This design comes from an exercise in tuning for small area and few clock cycles on the open sky130 flow, not from production work.
The RTL was checked by simulation tests, not by an equivalence proof against the original design.
Power figures rest on the tool's default switching activity, not on a simulated workload.

==> design.v <==
module framer #(
    parameter CAPACITY = 64
) (
    input  wire       clk,
    input  wire       rst,
    input  wire       rx_valid,
    input  wire [7:0] rx_data,
    output wire       rx_ready,
    output wire       tx_valid,
    output wire [7:0] tx_data,
    input  wire       tx_ready,
    output wire       proc_valid,
    output wire [5:0] proc_len,
    input  wire [5:0] proc_addr,
    input  wire       proc_we,
    input  wire [7:0] proc_wdata,
    output wire [7:0] proc_rdata,
    input  wire       proc_done,
    input  wire [5:0] proc_rlen
);
    localparam HEAD = 5;
    localparam TAIL = 1;
    localparam MAXP = CAPACITY - HEAD - TAIL;
    localparam AW   = $clog2(CAPACITY);
    localparam [7:0] START_SENTINEL     = 8'h1B;
    localparam [7:0] TOKEN_SENTINEL     = 8'h0E;
    localparam [7:0] ANSWER_CKSUM_ERROR = 8'hB0;
    localparam [7:0] STATUS_CKSUM_ERROR = 8'hC1;
    localparam [2:0] P_START   = 3'd0,
                     P_SEQ     = 3'd1,
                     P_LEN_MSB = 3'd2,
                     P_LEN_LSB = 3'd3,
                     P_TOKEN   = 3'd4,
                     P_DATA    = 3'd5,
                     P_CKSUM   = 3'd6;
    localparam [2:0] M_RX   = 3'd0,    
                     M_CALL = 3'd1,    
                     M_ERR  = 3'd2,    
                     M_HDR  = 3'd3,    
                     M_SUM  = 3'd4,    
                     M_CKW  = 3'd5,    
                     M_TX   = 3'd6;    
    reg [7:0]    buffer [0:CAPACITY-1];
    reg [2:0]    mode;
    reg [2:0]    st;
    reg [7:0]    ck;
    reg [7:0]    seq;
    reg [15:0]   len;
    reg [AW-1:0] cnt;
    reg [15:0]   rlen;       
    reg [AW-1:0] step;       
    reg [AW-1:0] txc;        
    reg [AW:0]   txlen;
    wire rx_fire = rx_valid && (mode == M_RX);
    wire tx_fire = (mode == M_TX) && tx_ready;
    wire [15:0] len_full  = {len[15:8], rx_data};
    wire        len_valid = (len_full != 16'd0) && (len_full <= MAXP);
    wire [7:0]  ck_next   = ck ^ rx_data;
    wire [AW-1:0] proc_ptr = HEAD + proc_addr;
    wire [7:0]    rd_byte  = buffer[txc];
    reg [7:0] hdr_byte;
    always @(*) begin
        case (step)
            0:       hdr_byte = START_SENTINEL;
            1:       hdr_byte = seq;
            2:       hdr_byte = rlen[15:8];
            3:       hdr_byte = rlen[7:0];
            default: hdr_byte = TOKEN_SENTINEL;
        endcase
    end
    reg          wr_en;
    reg [AW-1:0] wr_addr;
    reg [7:0]    wr_data;
    always @(*) begin
        wr_en   = 1'b0;
        wr_addr = {AW{1'b0}};
        wr_data = 8'h00;
        case (mode)
            M_RX: begin
                wr_en   = rx_fire && (st == P_DATA);
                wr_addr = HEAD + cnt;
                wr_data = rx_data;
            end
            M_CALL: begin
                wr_en   = proc_we;
                wr_addr = proc_ptr;
                wr_data = proc_wdata;
            end
            M_ERR: begin
                wr_en   = 1'b1;
                wr_addr = HEAD + step;
                wr_data = (step == 0) ? ANSWER_CKSUM_ERROR : STATUS_CKSUM_ERROR;
            end
            M_HDR: begin
                wr_en   = 1'b1;
                wr_addr = step;
                wr_data = hdr_byte;
            end
            M_CKW: begin
                wr_en   = 1'b1;
                wr_addr = HEAD + rlen[AW-1:0];
                wr_data = ck;
            end
            default: ;
        endcase
    end
    always @(posedge clk) begin
        if (wr_en)
            buffer[wr_addr] <= wr_data;
    end
    always @(posedge clk) begin
        if (rst) begin
            mode <= M_RX;
            st   <= P_START;
        end else begin
            case (mode)
                M_RX: if (rx_fire) begin
                    case (st)
                        P_START: if (rx_data == START_SENTINEL) begin
                            ck <= rx_data;
                            st <= P_SEQ;
                        end
                        P_SEQ: begin
                            ck  <= ck_next;
                            seq <= rx_data;
                            st  <= P_LEN_MSB;
                        end
                        P_LEN_MSB: begin
                            ck  <= ck_next;
                            len <= {rx_data, 8'h00};
                            st  <= P_LEN_LSB;
                        end
                        P_LEN_LSB: begin
                            ck  <= ck_next;
                            len <= len_full;
                            cnt <= {AW{1'b0}};
                            st  <= len_valid ? P_TOKEN : P_START;
                        end
                        P_TOKEN: begin
                            if (rx_data == TOKEN_SENTINEL) begin
                                ck <= ck_next;
                                st <= P_DATA;
                            end else begin
                                st <= P_START;
                            end
                        end
                        P_DATA: begin
                            ck  <= ck_next;
                            cnt <= cnt + 1'b1;
                            if ({{(16-AW){1'b0}}, cnt} + 16'd1 == len)
                                st <= P_CKSUM;
                        end
                        P_CKSUM: begin
                            ck   <= ck_next;
                            st   <= P_START;
                            step <= {AW{1'b0}};
                            mode <= (ck_next == 8'h00) ? M_CALL : M_ERR;
                        end
                        default: st <= P_START;
                    endcase
                end
                M_CALL: if (proc_done) begin
                    if (proc_rlen == 6'd0) begin
                        mode <= M_RX;
                    end else begin
                        rlen <= {10'd0, proc_rlen};
                        step <= {AW{1'b0}};
                        mode <= M_HDR;
                    end
                end
                M_ERR: begin
                    step <= step + 1'b1;
                    if (step == 1) begin
                        rlen <= 16'd2;
                        step <= {AW{1'b0}};
                        mode <= M_HDR;
                    end
                end
                M_HDR: begin
                    step <= step + 1'b1;
                    if (step == HEAD - 1) begin
                        ck   <= 8'h00;
                        txc  <= {AW{1'b0}};
                        mode <= M_SUM;
                    end
                end
                M_SUM: begin
                    ck  <= ck ^ rd_byte;
                    txc <= txc + 1'b1;
                    if ({{(16-AW){1'b0}}, txc} == HEAD + rlen - 1)
                        mode <= M_CKW;
                end
                M_CKW: begin
                    txlen <= rlen[AW:0] + HEAD + TAIL;
                    txc   <= {AW{1'b0}};
                    mode  <= M_TX;
                end
                M_TX: if (tx_fire) begin
                    txc <= txc + 1'b1;
                    if ({1'b0, txc} == txlen - 1'b1)
                        mode <= M_RX;
                end
                default: mode <= M_RX;
            endcase
        end
    end
    assign rx_ready   = (mode == M_RX);
    assign tx_valid   = (mode == M_TX);
    assign tx_data    = rd_byte;
    assign proc_valid = (mode == M_CALL);
    assign proc_len   = len[5:0];
    assign proc_rdata = buffer[proc_ptr];
endmodule
==> run.sh <==
#!/bin/bash
# synth_recipe.tcl (not shown) runs the flow's synth.tcl, then flattens the netlist and writes it again
# the make line also repeats each setting of config.mk as NAME=value (left out here)
make -C /OpenROAD-flow-scripts/flow DESIGN_CONFIG=/design/flow/config.mk WORK_HOME=/design/flow/orfs CLKGATE_MAP_FILE= SYNTH_SCRIPT=/design/flow/synth_recipe.tcl finish
==> config.mk <==
export PLATFORM = sky130hd
export DESIGN_NAME = framer
export DESIGN_NICKNAME = framer
export VERILOG_FILES = /design/flow/design.v
export SDC_FILE = /design/flow/constraint.sdc
export NUM_CORES = 4
export LEC_CHECK = 0
export CAP_MARGIN = 20
export CORE_MARGIN = 2
export CORE_UTILIZATION = 35
export PLACE_DENSITY = 0.45
export SLEW_MARGIN = 20
==> constraint.sdc <==
create_clock -name core_clock -period 5.5 [get_ports {clk}]
set_input_delay 1.1000 -clock core_clock [delete_from_list [all_inputs] [get_ports {clk}]]
set_output_delay 1.1000 -clock core_clock [all_outputs]
set_load 0.01 [all_outputs]
==> results.sh <==
export IMPL_status="complete, no violations"
export IMPL_p_int_w=0.00810
export IMPL_synth_main_ff_cell="edfxtp_1"
export IMPL_dp_hpwl_um=66700
export IMPL_slew_violations=0
export IMPL_fin_area_mm2=0.0350
export IMPL_hold_buffers=0
export IMPL_netlist_area_mm2=0.0296
export IMPL_core_area_mm2=0.0837
export IMPL_finClkSkew_ns=0.0238
export IMPL_worstMarginPinSlew_ns=0.979
export IMPL_worstSetupPathType="in -> out"
export IMPL_start_kind="primary input"
export IMPL_area_delta_synth_final_pct=18.5
export IMPL_grt_pass1_wl_um=139000
export IMPL_p_clk_frac=0.456
export IMPL_synth_fa_ha_area_frac=0.00508
export IMPL_finalCritPeriodShare=0.993
export IMPL_initial_core_util=0.353
export IMPL_cts_tree="yes"
export IMPL_hp_class="reg -> reg"
export IMPL_overflow=0
export IMPL_yosysMostFrequentCell="edfxtp_1"
export IMPL_fp_dieH_um=295
export IMPL_cts_buffers=71
export IMPL_die_area_mm2=0.0869
export IMPL_synth_nets=1787
export IMPL_drtPass1Iterations=5
export IMPL_fin_setup_tns_ns=0
export IMPL_route_detailed_drc=0
export IMPL_setup_viol=0
export IMPL_synth_top_family_by_area="multiplexers"
export IMPL_io_buffers=58
export IMPL_drive_above_1_share=0.345
export IMPL_die_w_um=295
export IMPL_rsz0062_at_grt="false"
export IMPL_max_freq_ghz=0.183
export IMPL_dpl_instance_area_mm2=0.0325
export IMPL_pwr_density_cell_mw_per_mm2=296
export IMPL_drt_iter0_markers=1947
export IMPL_grt_pass1_vias=18400
export IMPL_pwr_share_comb=0.071
export IMPL_async_reset_ff_frac=0
export IMPL_synth_xor_area_frac=0.0195
export IMPL_antenna_cells=0
export IMPL_synth_edff_count=575
export IMPL_min_period_ns=5.46
export IMPL_routed_wl_um=97900
export IMPL_gp_congestion=0.854
export IMPL_p_total_w=0.0104
export IMPL_netSwitchingFraction=0.219
export IMPL_synthMuxAreaShare=0.240
export IMPL_fillCellCount=7488
export IMPL_ys_warn_count=1
export IMPL_grt_max_degree=65
export IMPL_grt_antenna_before_repair=3
export IMPL_row_count=106
export IMPL_root_buffer="clkbuf_16"
export IMPL_place_ws_ns=-0.0798
export IMPL_fin_ws_ns=0.0410
export IMPL_wire_per_inst_um=31.7
export IMPL_synth_simple_area_share=0.0697
export IMPL_postSynthAreaPerCell_um2=17.0
export IMPL_holdWs_ns=0.641
export IMPL_ios=59
export IMPL_power_switching_w=0.00228
export IMPL_hold_viol=0
export IMPL_post_synth_top_area_cell="edfxtp_1"
export IMPL_clock_latency_ns=0.61
export IMPL_ant_nets=0
export IMPL_clock_path_buffers=3
export IMPL_htreeDepth=3
export IMPL_synth_top_cells_by_count="edfxtp_1, mux4_2, mux2i_1"
export IMPL_irDropWorstVdd_uv=222
export IMPL_yosys_top_cells_area="edfxtp_1, mux4_2, mux2i_1, nor4_2, xnor2_1"
export IMPL_cts_sinks=587
export IMPL_pwr_share_seq=0.473
export IMPL_fin_nets=1949
export IMPL_seq_area_frac_synth=0.592
export IMPL_synth_top_cell_area_share=0.584
export IMPL_max_slew_margin=0.345
export IMPL_cp_max_fo=17
export IMPL_vias_per_cell=5.89
export IMPL_path_clk_slew_ns=0.06
export IMPL_p_leak_nw=11.2
export IMPL_critical_path_arrival_ns=4.36
export IMPL_cap_violations=0
export IMPL_track_usage=0.227
export IMPL_synth_compound_area_frac=0.0455
export IMPL_synth_cell_types=74
export IMPL_num_vias=18200
export IMPL_synth_seq_cells=587
export IMPL_worstPathRequired_ns=4.40
export IMPL_crit_path_end_kind="primary output"
export IMPL_synthCells=1741
==> final timing paths <==
path | start | end | slack (ns) | depth (start not counted)
min reg2reg | st[0] | st[0] | 0.64 | 2
min | st[0] | st[0] | 0.64 | 2
max reg2reg | mode[1] | buffer[60][1] | 1.08 | 11
max | proc_addr[1] | proc_rdata[1] | 0.04 | 8
==> timing repair <==
| action | 4_1_cts | 5_1_grt |
|---|---|---|
| buffers inserted | 9 | 9 |
| gates resized for setup | 9 | 0 |
| endpoints found under the setup margin | 7 | 5 |
| pin swaps | 1 | 1 |
==> routing by layer <==
metal  track usage  up-vias  wire length, um
met5             0        -                0
met4        0.0704        0             2950
met3        0.0373      147             6260
met2         0.358      767            46000
met1         0.321     9737            42700
li1              -     7543                -
==> power by group through the flow <==
stage          clock network, W  logic [W]  registers, W
6_report                0.00473   0.000738       0.00490
5_1_grt                 0.00502   0.000770       0.00490
3_3_place_gp                  0   0.000716       0.00500
2_1_floorplan                 0   0.000382       0.00501
3_5_place_dp                  0   0.000719       0.00500
4_1_cts                 0.00484   0.000732       0.00490
==> cells by family (layout without fill, tap and decap cells) <==
kind of cell / count (synthesis) / in the layout
AO/OA/AOI/OAI: 197 / 197
AND/OR/NAND/NOR: 348 / 348
adder cells (fa/ha/maj): 12 / 12
multiplexers: 369 / 369
flip-flops: 587 / 587
buffers and inverters: 163 / 377
XOR/XNOR: 65 / 65
==> area by class of cell <==
type / instances / area, um2 / area share
Sequential cell: 587 / 17500 / 0.500
Multi-Input combinational cell: 991 / 11500 / 0.329
Timing Repair Buffer: 235 / 2160 / 0.0618
Clock buffer: 86 / 1980 / 0.0565
Tap cell: 1134 / 1420 / 0.0405
Clock inverter: 39 / 363 / 0.0104
Inverter: 17 / 63.8 / 0.00182
==> placed cells by master (no fill, tap or decap), drive strengths merged, types with 5 or more instances in the layout <==
cell / n
edfxtp: 575
mux4: 267
buf: 177
clkbuf: 87
mux2i: 71
nand2: 69
nor2: 62
nor4: 62
clkdlybuf4s50: 53
xnor2: 41
a21oi: 40
mux2: 31
o22ai: 31
o21ai: 30
and2: 28
clkinv: 27
nor3: 26
xor2: 24
nand2b: 22
nor2b: 22
inv: 18
a211oi: 14
a22oi: 13
ha: 12
dfxtp: 12
a221oi: 11
and3: 11
nand3: 10
a31oi: 9
nand4: 8
nor3b: 8
or2: 7
o221ai: 7
a221o: 6
bufinv: 6
o211ai: 6
or3: 6
o2bb2ai: 5
clkinvlp: 5
==> flip-flops by register name, summed over array words and instances (netlist names), named ones only <==
name    cells
buffer    512
txc         6
txlen       7
mode        3
cnt         6
ck          8
step        6
st          3
len        16
seq         8
rlen        6
==> worst max-delay path, stage by stage <==
cell and delay (ns):
clkdlybuf4s50_1 0.47, ha_4 0.45, buf_12 0.19, buf_12 0.17, mux4_2 0.32, mux4_2 0.53
mux4_2 0.56, clkdlybuf4s50_1 0.52
==> stage by stage <==
step | instances | utilization
after global routing | 3089 | 0.419
final | 3089 | 0.419
after global placement | 2943 | 0.388
after floorplan | 1741 | -
after detailed placement | 2944 | 0.388
after CTS | 3078 | 0.417
Testbench counts, summed over its fixed seeds: cycles 138,505.

[port drivers added, routing unchanged]
No port has a modelled driver above. Below, the same layout with a new extraction and two added sets of constraints.
Step 1: set_driving_cell puts a clkbuf_16 on clk and a buf_2 on each other input, an assumption about the parent block.
Step 2 adds t to the input delays and takes it off the output delays; t is the mean of the earliest and latest rising clock arrival at the registers after step 1. Input paths then give back, and output paths get back, about the clock's delay inside the block.
Three values: ideal ports, drivers, drivers and shift; two values: the first two.
t, ns: 0.673
setup WS [ns]: 0.041 / 0.011 / 0.011
worst register clock-pin slew, ns: 0.06 / 0.06
After both steps setup and hold are still met in this run. For this run, drivers alone change the setup slack by -0.030 ns; drivers and shift together by -0.030 ns.
